This is an optimization exercise on Yosys and OpenROAD, whose aim is small area, not a production implementation. Only simulation tests tie the RTL to the original design; equivalence was not proved. No driver is modelled on the clock port, so clocking that relies on it looks cheaper here than on a real chip. Power and IR drop assume default switching activity.

Design wiegand_core, start of the top module:
module wiegand_core (
    input  wire        clk,
    input  wire        rst,
    input  wire [2:0]  cfg,          
    input  wire        op_valid,
    input  wire [2:0]  op,
    input  wire        lineA,        
    input  wire        lineB,
    input  wire [31:0] now,          
    output reg         digit_valid,
    output wire [3:0]  digit,
    output reg         code_valid,
    output wire [23:0] code,
    output reg         data_valid,
    output wire [23:0] data,
    output reg         state_valid,
    output wire [7:0]  state
);
    localparam [2:0] OP_INIT  = 3'd0;
    localparam [2:0] OP_BIT   = 3'd1;
    localparam [2:0] OP_TICK  = 3'd2;
    localparam [2:0] OP_QUERY = 3'd3;
    localparam [2:0] OP_RESET = 3'd4;
    reg [24:0] frame;
    integer    fj;
    reg [4:0]  pos;               
    reg        par1;              
    reg        par2;              
    reg [31:0] acc_code;
    reg [2:0]  mul_cnt;           
    reg        mul_zero;          
    reg [3:1]  mul_prev;          
    reg        mul_carry;
    reg        acc_zero;          
    reg        f_conn;            
    reg        f_logic;           
    reg [7:1]  snapshot;          
    reg        first_pending;     
    reg [31:0] nlast;             
    reg        always_send;
    reg        byte_reorder;
    reg        keypad_en;
    reg        was_query;
    wire is_init  = rst | (op_valid & (op == OP_INIT));
    wire is_bit   = ~rst & op_valid & (op == OP_BIT);
    wire is_tick  = ~rst & op_valid & (op == OP_TICK);
    wire is_query = ~rst & op_valid & (op == OP_QUERY);
    wire is_reset = ~rst & op_valid & (op == OP_RESET);
    wire conn_now = lineA & lineB;
  ...
For scale: roughly 620 cells after synthesis, ~120 flip-flops, ~110 I/O pins, ~6500 um^2 of cells after synthesis.
clock: 16.0 ns
lec_check: 0
cap_margin: 20
core_margin: 2
core_utilization: 65
slew_margin: 20
standard.sh (not shown) runs the stock make flow with config.mk's settings and CLKGATE_MAP_FILE= SYNTH_SCRIPT=/design/flow/synth_recipe.tcl, a recipe that flattens the netlist after the stock synthesis.
==> flow/flow/run.sh <==
#!/bin/bash
# The standard layout (standard.sh, unchanged synthesis and steps), with
# - the port buffers that placement inserts made sky130_fd_sc_hd__buf_1
#   instead of the buffer buffer_ports picks by default (every port still
#   gets a buffer);
# - clock tree synthesis with clkbuf_4 buffers and no dummy loads on the
#   clock tree's leaves;
# - after floorplanning, each combinational cell at its family's smallest
#   drive strength (flow/downsize.tcl); later repair steps upsize as needed.
set -euo pipefail
export BUFFER_PORTS_ARGS="-buffer_cell sky130_fd_sc_hd__buf_1"
export CTS_ARGS="-sink_clustering_enable -repair_clock_nets -buf_list sky130_fd_sc_hd__clkbuf_16 -sink_clustering_size 64 -sink_clustering_max_diameter 300 -dont_use_dummy_load"
export POST_FLOORPLAN_TCL="$PWD/flow/downsize.tcl"
bash standard.sh > standard.log 2>&1
==> flow/flow/downsize.tcl <==
# Give every combinational cell the smallest drive strength of its family.
# Runs at the end of floorplanning, before placement; the later repair steps
# (repair_design, repair_timing) upsize again wherever slew, capacitance or
# timing need it. Flip-flops, buffers and tie cells keep their cells.
set db [ord::get_db]
set block [ord::get_db_block]
set dont_use $::env(DONT_USE_CELLS)
set n 0
set saved 0.0
foreach inst [$block getInsts] {
  set master [$inst getMaster]
  set name [$master getName]
  if {![regexp {^(sky130_fd_sc_hd__[a-z0-9]+)_([0-9]+)$} $name -> base drive]} { continue }
  if {[regexp {__(s?e?df|dl|conb|tap|fill|decap|diode|buf|clkbuf|clkdly|dlygate|probe|lpflow)} $base]} { continue }
  set area [expr {double([$master getWidth]) * [$master getHeight]}]
  set best ""
  set best_area $area
  foreach d {0 1 2 4} {
    set cand "${base}_$d"
    if {$cand eq $name || [lsearch -exact $dont_use $cand] >= 0} { continue }
    set m [$db findMaster $cand]
    if {$m eq "NULL" || $m eq ""} { continue }
    set a [expr {double([$m getWidth]) * [$m getHeight]}]
    if {$a < $best_area} { set best $cand; set best_area $a }
  }
  if {$best ne ""} {
    replace_cell [$inst getName] $best
    incr n
    set saved [expr {$saved + ($area - $best_area) / 1e6}]
  }
}
puts "downsize: $n cells made smaller, [format %.1f $saved] um2 less"
The first run finished with timing, DRC and antenna clean.
Rerun with:
--- a/flow/flow/run.sh
+++ b/flow/flow/run.sh
@@ -12 +12 @@
-export CTS_ARGS="-sink_clustering_enable -repair_clock_nets -buf_list sky130_fd_sc_hd__clkbuf_16 -sink_clustering_size 64 -sink_clustering_max_diameter 300 -dont_use_dummy_load"
+export CTS_ARGS="-sink_clustering_enable -repair_clock_nets -buf_list sky130_fd_sc_hd__clkbuf_4 -sink_clustering_levels 1 -dont_use_dummy_load"
Cell area came out lower by 4.2%. Die area is unchanged. Non-clock buffer count does not change. Routed wire length came out lower by 2.6%. Clock-buffer cell count does not change.
Rerun with:
==> flow/flow/run.sh (replaced) <==
#!/bin/bash
# The standard layout (standard.sh, unchanged synthesis and steps), with
# - the port buffers that placement inserts made sky130_fd_sc_hd__buf_1
#   instead of the buffer buffer_ports picks by default (every port still
#   gets a buffer);
# - clock tree synthesis without dummy loads on the clock tree's leaves.
set -euo pipefail
export BUFFER_PORTS_ARGS="-buffer_cell sky130_fd_sc_hd__buf_1"
export CTS_ARGS="-sink_clustering_enable -repair_clock_nets -buf_list sky130_fd_sc_hd__clkbuf_4 -dont_use_dummy_load"
bash standard.sh > standard.log 2>&1
removed: flow/flow/downsize.tcl
Outcome: The changed run finished clean; via count fell by 0.58%; power barely changes; sequential power is about the same; global-route usage fell by 0.20 points; clock power stays flat; wire length rose by 0.99%; register-to-register slack gets better by 300 ps; design area rose by 1.3%; synthesized cell count does not change.
Rerun with:
--- a/flow/flow/run.sh
+++ b/flow/flow/run.sh
@@ -9 +9 @@
-export CTS_ARGS="-sink_clustering_enable -repair_clock_nets -buf_list sky130_fd_sc_hd__clkbuf_4 -dont_use_dummy_load"
+export CTS_ARGS="-sink_clustering_enable -repair_clock_nets -buf_list {sky130_fd_sc_hd__clkbuf_4 sky130_fd_sc_hd__clkbuf_8} -dont_use_dummy_load"
CORE_UTILIZATION = 40   (was 65)
What happened: The new run passed the timing, DRC and antenna checks. Cell count rises by roughly a tenth. Sequential share of layout area shrinks by 1.3 points. Hold slack gets worse by 19 ps. Power is higher by a few percent. Routed wire length went up by a few percent.

* * *

## quartz
wiegand_core again, from the RTL that the note above started with.
clock: 16.0 ns
lec_check: 0
cap_margin: 20
core_margin: 2
core_utilization: 65
slew_margin: 20
==> flow/flow/run.sh <==
#!/bin/bash
# The standard layout (standard.sh, unchanged synthesis and steps), with
# - the port buffers that placement inserts made sky130_fd_sc_hd__buf_1
#   instead of the buffer buffer_ports picks by default (every port still
#   gets a buffer);
# - clock tree synthesis with clkbuf_4 buffers and no dummy loads on the
#   clock tree's leaves;
# - after floorplanning, each combinational cell at its family's smallest
#   drive strength (flow/downsize.tcl); later repair steps upsize as needed.
set -euo pipefail
export BUFFER_PORTS_ARGS="-buffer_cell sky130_fd_sc_hd__buf_1"
export CTS_ARGS="-repair_clock_nets -buf_list sky130_fd_sc_hd__clkbuf_4 -dont_use_dummy_load"
export POST_FLOORPLAN_TCL="$PWD/flow/downsize.tcl"
bash standard.sh > standard.log 2>&1
==> flow/flow/downsize.tcl <==
# Give every combinational cell the smallest drive strength of its family.
# Runs at the end of floorplanning, before placement; the later repair steps
# (repair_design, repair_timing) upsize again wherever slew, capacitance or
# timing need it. Flip-flops, buffers and tie cells keep their cells.
set db [ord::get_db]
set block [ord::get_db_block]
set dont_use $::env(DONT_USE_CELLS)
set n 0
set saved 0.0
foreach inst [$block getInsts] {
  set master [$inst getMaster]
  set name [$master getName]
  if {![regexp {^(sky130_fd_sc_hd__[a-z0-9]+)_([0-9]+)$} $name -> base drive]} { continue }
  if {[regexp {__(s?e?df|dl|conb|tap|fill|decap|diode|buf|clkbuf|clkdly|dlygate|probe|lpflow)} $base]} { continue }
  set area [expr {double([$master getWidth]) * [$master getHeight]}]
  set best ""
  set best_area $area
  foreach d {0 1 2 4} {
    set cand "${base}_$d"
    if {$cand eq $name || [lsearch -exact $dont_use $cand] >= 0} { continue }
    set m [$db findMaster $cand]
    if {$m eq "NULL" || $m eq ""} { continue }
    set a [expr {double([$m getWidth]) * [$m getHeight]}]
    if {$a < $best_area} { set best $cand; set best_area $a }
  }
  if {$best ne ""} {
    replace_cell [$inst getName] $best
    incr n
    set saved [expr {$saved + ($area - $best_area) / 1e6}]
  }
}
puts "downsize: $n cells made smaller, [format %.1f $saved] um2 less"
quartz: done, clean on timing, DRC and antenna
## Diff of input files: violet against quartz
diff --git a/flow/flow/run.sh b/flow/flow/run.sh
--- a/flow/flow/run.sh
+++ b/flow/flow/run.sh
@@ -12 +12 @@
-export CTS_ARGS="-repair_clock_nets -buf_list sky130_fd_sc_hd__clkbuf_4 -dont_use_dummy_load"
+export CTS_ARGS="-sink_clustering_enable -repair_clock_nets -buf_list sky130_fd_sc_hd__clkbuf_8 -sink_clustering_size 30 -sink_clustering_max_diameter 300 -dont_use_dummy_load"
Compared with quartz, violet shows a lower sequential share of layout area. The global-route wire length before repair of quartz and that of violet are within noise of each other. violet against quartz: all-layer global routing usage fell by 0.18 points; cell area after synthesis stayed essentially flat; power rose by about 7%.
Setup changes, violet to cedar
diff --git a/flow/flow/run.sh b/flow/flow/run.sh
--- a/flow/flow/run.sh
+++ b/flow/flow/run.sh
@@ -12 +12 @@
-export CTS_ARGS="-sink_clustering_enable -repair_clock_nets -buf_list sky130_fd_sc_hd__clkbuf_8 -sink_clustering_size 30 -sink_clustering_max_diameter 300 -dont_use_dummy_load"
+export CTS_ARGS="-sink_clustering_enable -repair_clock_nets -buf_list sky130_fd_sc_hd__clkbuf_4 -dont_use_dummy_load"
## What came out
Re switching share of total power: violet was lower than cedar.
Comparing cedar with violet, the sequential power came out essentially unchanged.
cedar against violet: final critical delay including setup and external delays now sits lower; overall global routing resource usage +0.18 points; count of max-cap constraint violations now sits at about the same level.
Delta (cedar minus violet): routed length on met1 now sits lower, total count of max-transition violations in the final report neither gained nor lost much.

* * *

## 06-25
wiegand_core, a different RTL version from the one above (not shown whole).
Size: ~110 I/O pins, ~6100 um^2 of cells after synthesis.
==> flow/config.mk <==
export PLATFORM = sky130hd
export DESIGN_NAME = wiegand_core
export DESIGN_NICKNAME = wiegand_core
export VERILOG_FILES = /design/flow/design.v
export SDC_FILE = /design/flow/constraint.sdc
export NUM_CORES = 4
export LEC_CHECK = 0
export CAP_MARGIN = 0
export CORE_MARGIN = 2
export CORE_UTILIZATION = 65
export SLEW_MARGIN = 0
==> flow/constraint.sdc <==
create_clock -name core_clock -period 16.0 [get_ports {clk}]
set_input_delay 3.2000 -clock core_clock [delete_from_list [all_inputs] [get_ports {clk}]]
set_output_delay 3.2000 -clock core_clock [all_outputs]
set_load 0.01 [all_outputs]
==> flow/flow/run.sh <==
#!/bin/bash
# The standard layout (standard.sh, unchanged synthesis and steps), with
# - the port buffers that placement inserts made sky130_fd_sc_hd__buf_1
#   instead of the buffer buffer_ports picks by default (every port still
#   gets a buffer);
# - clock tree synthesis with clkbuf_4 buffers and no dummy loads on the
#   clock tree's leaves;
# - after floorplanning, each combinational cell at its family's smallest
#   drive strength (flow/downsize.tcl); later repair steps upsize as needed;
# - after clock tree synthesis, leaf clock buffers with slow clock-pin slews
#   made clkbuf_8 (flow/clkfix.tcl).
set -euo pipefail
export BUFFER_PORTS_ARGS="-buffer_cell sky130_fd_sc_hd__buf_1"
export CTS_ARGS="-sink_clustering_enable -repair_clock_nets -buf_list sky130_fd_sc_hd__clkbuf_4 -dont_use_dummy_load"
export POST_FLOORPLAN_TCL="$PWD/flow/downsize.tcl"
export POST_CTS_TCL="$PWD/flow/clkfix.tcl"
bash standard.sh > standard.log 2>&1
==> flow/flow/clkfix.tcl <==
estimate_parasitics -placement
set limit 0.105
set n 0
foreach inst [get_cells clkbuf_*] {
  if {[get_property $inst ref_name] ne "sky130_fd_sc_hd__clkbuf_4"} { continue }
  set out [get_pins -of_objects $inst -filter "direction==output"]
  set worst 0.0
  set fanout 0
  foreach p [get_pins -of_objects [get_nets -of_objects $out] -filter "direction==input"] {
    if {![string match */CLK [get_full_name $p]]} { continue }
    incr fanout
    foreach e {rise fall} {
      set s [get_property $p slew_max_$e]
      if {$s > $worst} { set worst $s }
    }
  }
  puts "clkfix: [get_full_name $inst] fanout $fanout slew [format %.4f $worst]"
  if {$fanout > 0 && $worst > $limit} {
    replace_cell [get_full_name $inst] sky130_fd_sc_hd__clkbuf_8
    incr n
  }
}
puts "clkfix: $n clock buffers made clkbuf_8"
if {$n > 0} {
  detailed_placement
  check_placement -verbose
  estimate_parasitics -placement
}
Scripts as last shown in full above: flow/flow/downsize.tcl
Edits applied to the flow inputs when going from 06-25 to 04-08:
# 06-25
export LEC_CHECK = 0
export CAP_MARGIN = 0
export CORE_MARGIN = 2
export CORE_UTILIZATION = 65
export SLEW_MARGIN = 0
create_clock -name core_clock -period 16.0 [get_ports {clk}]
# 04-08
export LEC_CHECK = 0
export CAP_MARGIN = 20
export CORE_MARGIN = 2
export CORE_UTILIZATION = 65
export SLEW_MARGIN = 20
create_clock -name core_clock -period 16.0 [get_ports {clk}]
--- outcome ---
In the flow results for 06-25 and 04-08, the buffer share of cell area is larger on 04-08. Summary of 04-08 over 06-25: via count increased about 0.7%, worst hold slack essentially unchanged, total negative setup slack essentially unchanged, fraction of power spent switching nets essentially unchanged, wire length essentially unchanged. Comparing 04-08 with 06-25, the total power came out essentially unchanged. Between 06-25 and 04-08, the difference in highest achievable clock rate is negligible. Area of all placed cells without fillers of 04-08 is on par with 06-25. 04-08 and 06-25 ended up with roughly the same portion of the clock cycle consumed by the worst path in the final layout. Relative to 06-25, worst setup slack has gone up in 04-08.

* * *

wiegand_core, a different RTL version from the one above (not shown whole).
For scale: roughly 600 cells after synthesis, about 6200 sq um of cells after synthesis.
// wiegand_core
module wiegand_core (
    input  wire        clk,
    input  wire        rst,
    input  wire [2:0]  cfg,          
    input  wire        op_valid,
    input  wire [2:0]  op,
    input  wire        lineA,        
    input  wire        lineB,
    input  wire [31:0] now,          
    output reg         digit_valid,
    output wire [3:0]  digit,
    output reg         code_valid,
    output wire [23:0] code,
    output reg         data_valid,
    output wire [23:0] data,
    output reg         state_valid,
    output wire [7:0]  state
);
    localparam [2:0] OP_INIT  = 3'd0;
    localparam [2:0] OP_BIT   = 3'd1;
    localparam [2:0] OP_TICK  = 3'd2;
    localparam [2:0] OP_QUERY = 3'd3;
    localparam [2:0] OP_RESET = 3'd4;
    reg [24:0] frame;
    integer    fj;
    reg [4:0]  pos;               
    reg        par1;              
    reg        par2;              
    reg [31:0] acc_code;
    reg [2:0]  mul_cnt;           
    reg        mul_zero;          
    reg [3:1]  mul_prev;          
    reg        mul_carry;
    reg        acc_zero;          
    reg        f_conn;            
    reg        f_logic;           
    reg [7:1]  snapshot;          
    reg        first_pending;     
    reg [31:0] nlast;             
    reg        always_send;
    reg        byte_reorder;
    reg        keypad_en;
    reg        was_query;
  ...
clock: 16.0 ns
lec_check: 0
cap_margin: 20
core_margin: 2
core_utilization: 65
slew_margin: 20
==> flow/flow/clkfix.tcl <==
estimate_parasitics -placement
set limit 0.090
set n 0
foreach inst [get_cells clkbuf_*] {
  if {[get_property $inst ref_name] ne "sky130_fd_sc_hd__clkbuf_4"} { continue }
  set out [get_pins -of_objects $inst -filter "direction==output"]
  set worst 0.0
  set fanout 0
  foreach p [get_pins -of_objects [get_nets -of_objects $out] -filter "direction==input"] {
    if {![get_property [get_cells -of_objects $p] is_sequential]} { continue }
    incr fanout
    foreach e {rise fall} {
      set s [get_property $p slew_max_$e]
      if {$s > $worst} { set worst $s }
    }
  }
  puts "clkfix: [get_full_name $inst] fanout $fanout slew [format %.4f $worst]"
  if {$fanout > 0 && $worst > $limit} {
    replace_cell [get_full_name $inst] sky130_fd_sc_hd__clkbuf_8
    incr n
  }
}
puts "clkfix: $n clock buffers made clkbuf_8"
if {$n > 0} {
  detailed_placement
  check_placement -verbose
  estimate_parasitics -placement
}
Scripts as last shown in full above: flow/flow/run.sh, flow/flow/downsize.tcl
The starting point never finished: it broke off in clock tree synthesis.
Rerun with:
--- a/flow/flow/clkfix.tcl
+++ b/flow/flow/clkfix.tcl
@@ -2 +2 @@
-set limit 0.090
+set limit 0.105
@@ -10 +10 @@
-    if {![get_property [get_cells -of_objects $p] is_sequential]} { continue }
+    if {![string match */CLK [get_full_name $p]]} { continue }
=> This time the run ran to the end with no violations; synthesized area stays the same; synthesized cell count stays the same.

[re-timing with driven ports]
Ports are ideal in the flow. The routed layouts listed here were re-timed in OpenROAD.
Step 1, drivers: a clkbuf_16 drives clk and a buf_2 each remaining input, both assumed.
Step 2 adds t to the input delays and takes it off the output delays; t is the mean of the earliest and latest rising clock arrival at the registers after step 1. Input paths then give back, and output paths get back, about the clock's delay inside the block.
Three values: no drivers, after step 1, after step 2; two values: the first two.
run | t (ns) | setup WS [ns] | hold slack, ns | latest minus earliest clock arrival (ns) | cell pins on the clock port's net
the first run of note 1 | 0.446 | 4.120 / 4.136 / 3.690 | 0.443 / 0.443 / 0.443 | 0.010 / 0.010 | 1
the second run of note 1 | 0.569 | 4.267 / 4.278 / 3.709 | 0.448 / 0.448 / 0.448 | 0.023 / 0.022 | 1
the third run of note 1 | 0.559 | 4.503 / 4.515 / 3.956 | 0.459 / 0.459 / 0.459 | 0.027 / 0.028 | 1
the fourth run of note 1 | 0.460 | 4.412 / 4.426 / 3.966 | 0.440 / 0.440 / 0.440 | 0.033 / 0.032 | 1
quartz | 0.569 | 4.267 / 4.278 / 3.709 | 0.448 / 0.448 / 0.448 | 0.023 / 0.022 | 1
violet | 0.461 | 4.158 / 4.170 / 3.709 | 0.444 / 0.444 / 0.444 | 0.014 / 0.014 | 1
cedar | 0.569 | 4.267 / 4.278 / 3.709 | 0.448 / 0.448 / 0.448 | 0.023 / 0.022 | 1
06-25 | 0.504 | 4.468 / 4.474 / 3.970 | 0.448 / 0.448 / 0.448 | 0.045 / 0.044 | 1
04-08 | 0.498 | 4.472 / 4.477 / 3.979 | 0.449 / 0.449 / 0.449 | 0.044 / 0.044 | 1
the second run of note 4 | 0.502 | 3.867 / 3.865 / 3.363 | 0.463 / 0.463 / 0.463 | 0.028 / 0.027 | 1
After both steps every run listed still meets setup and hold.
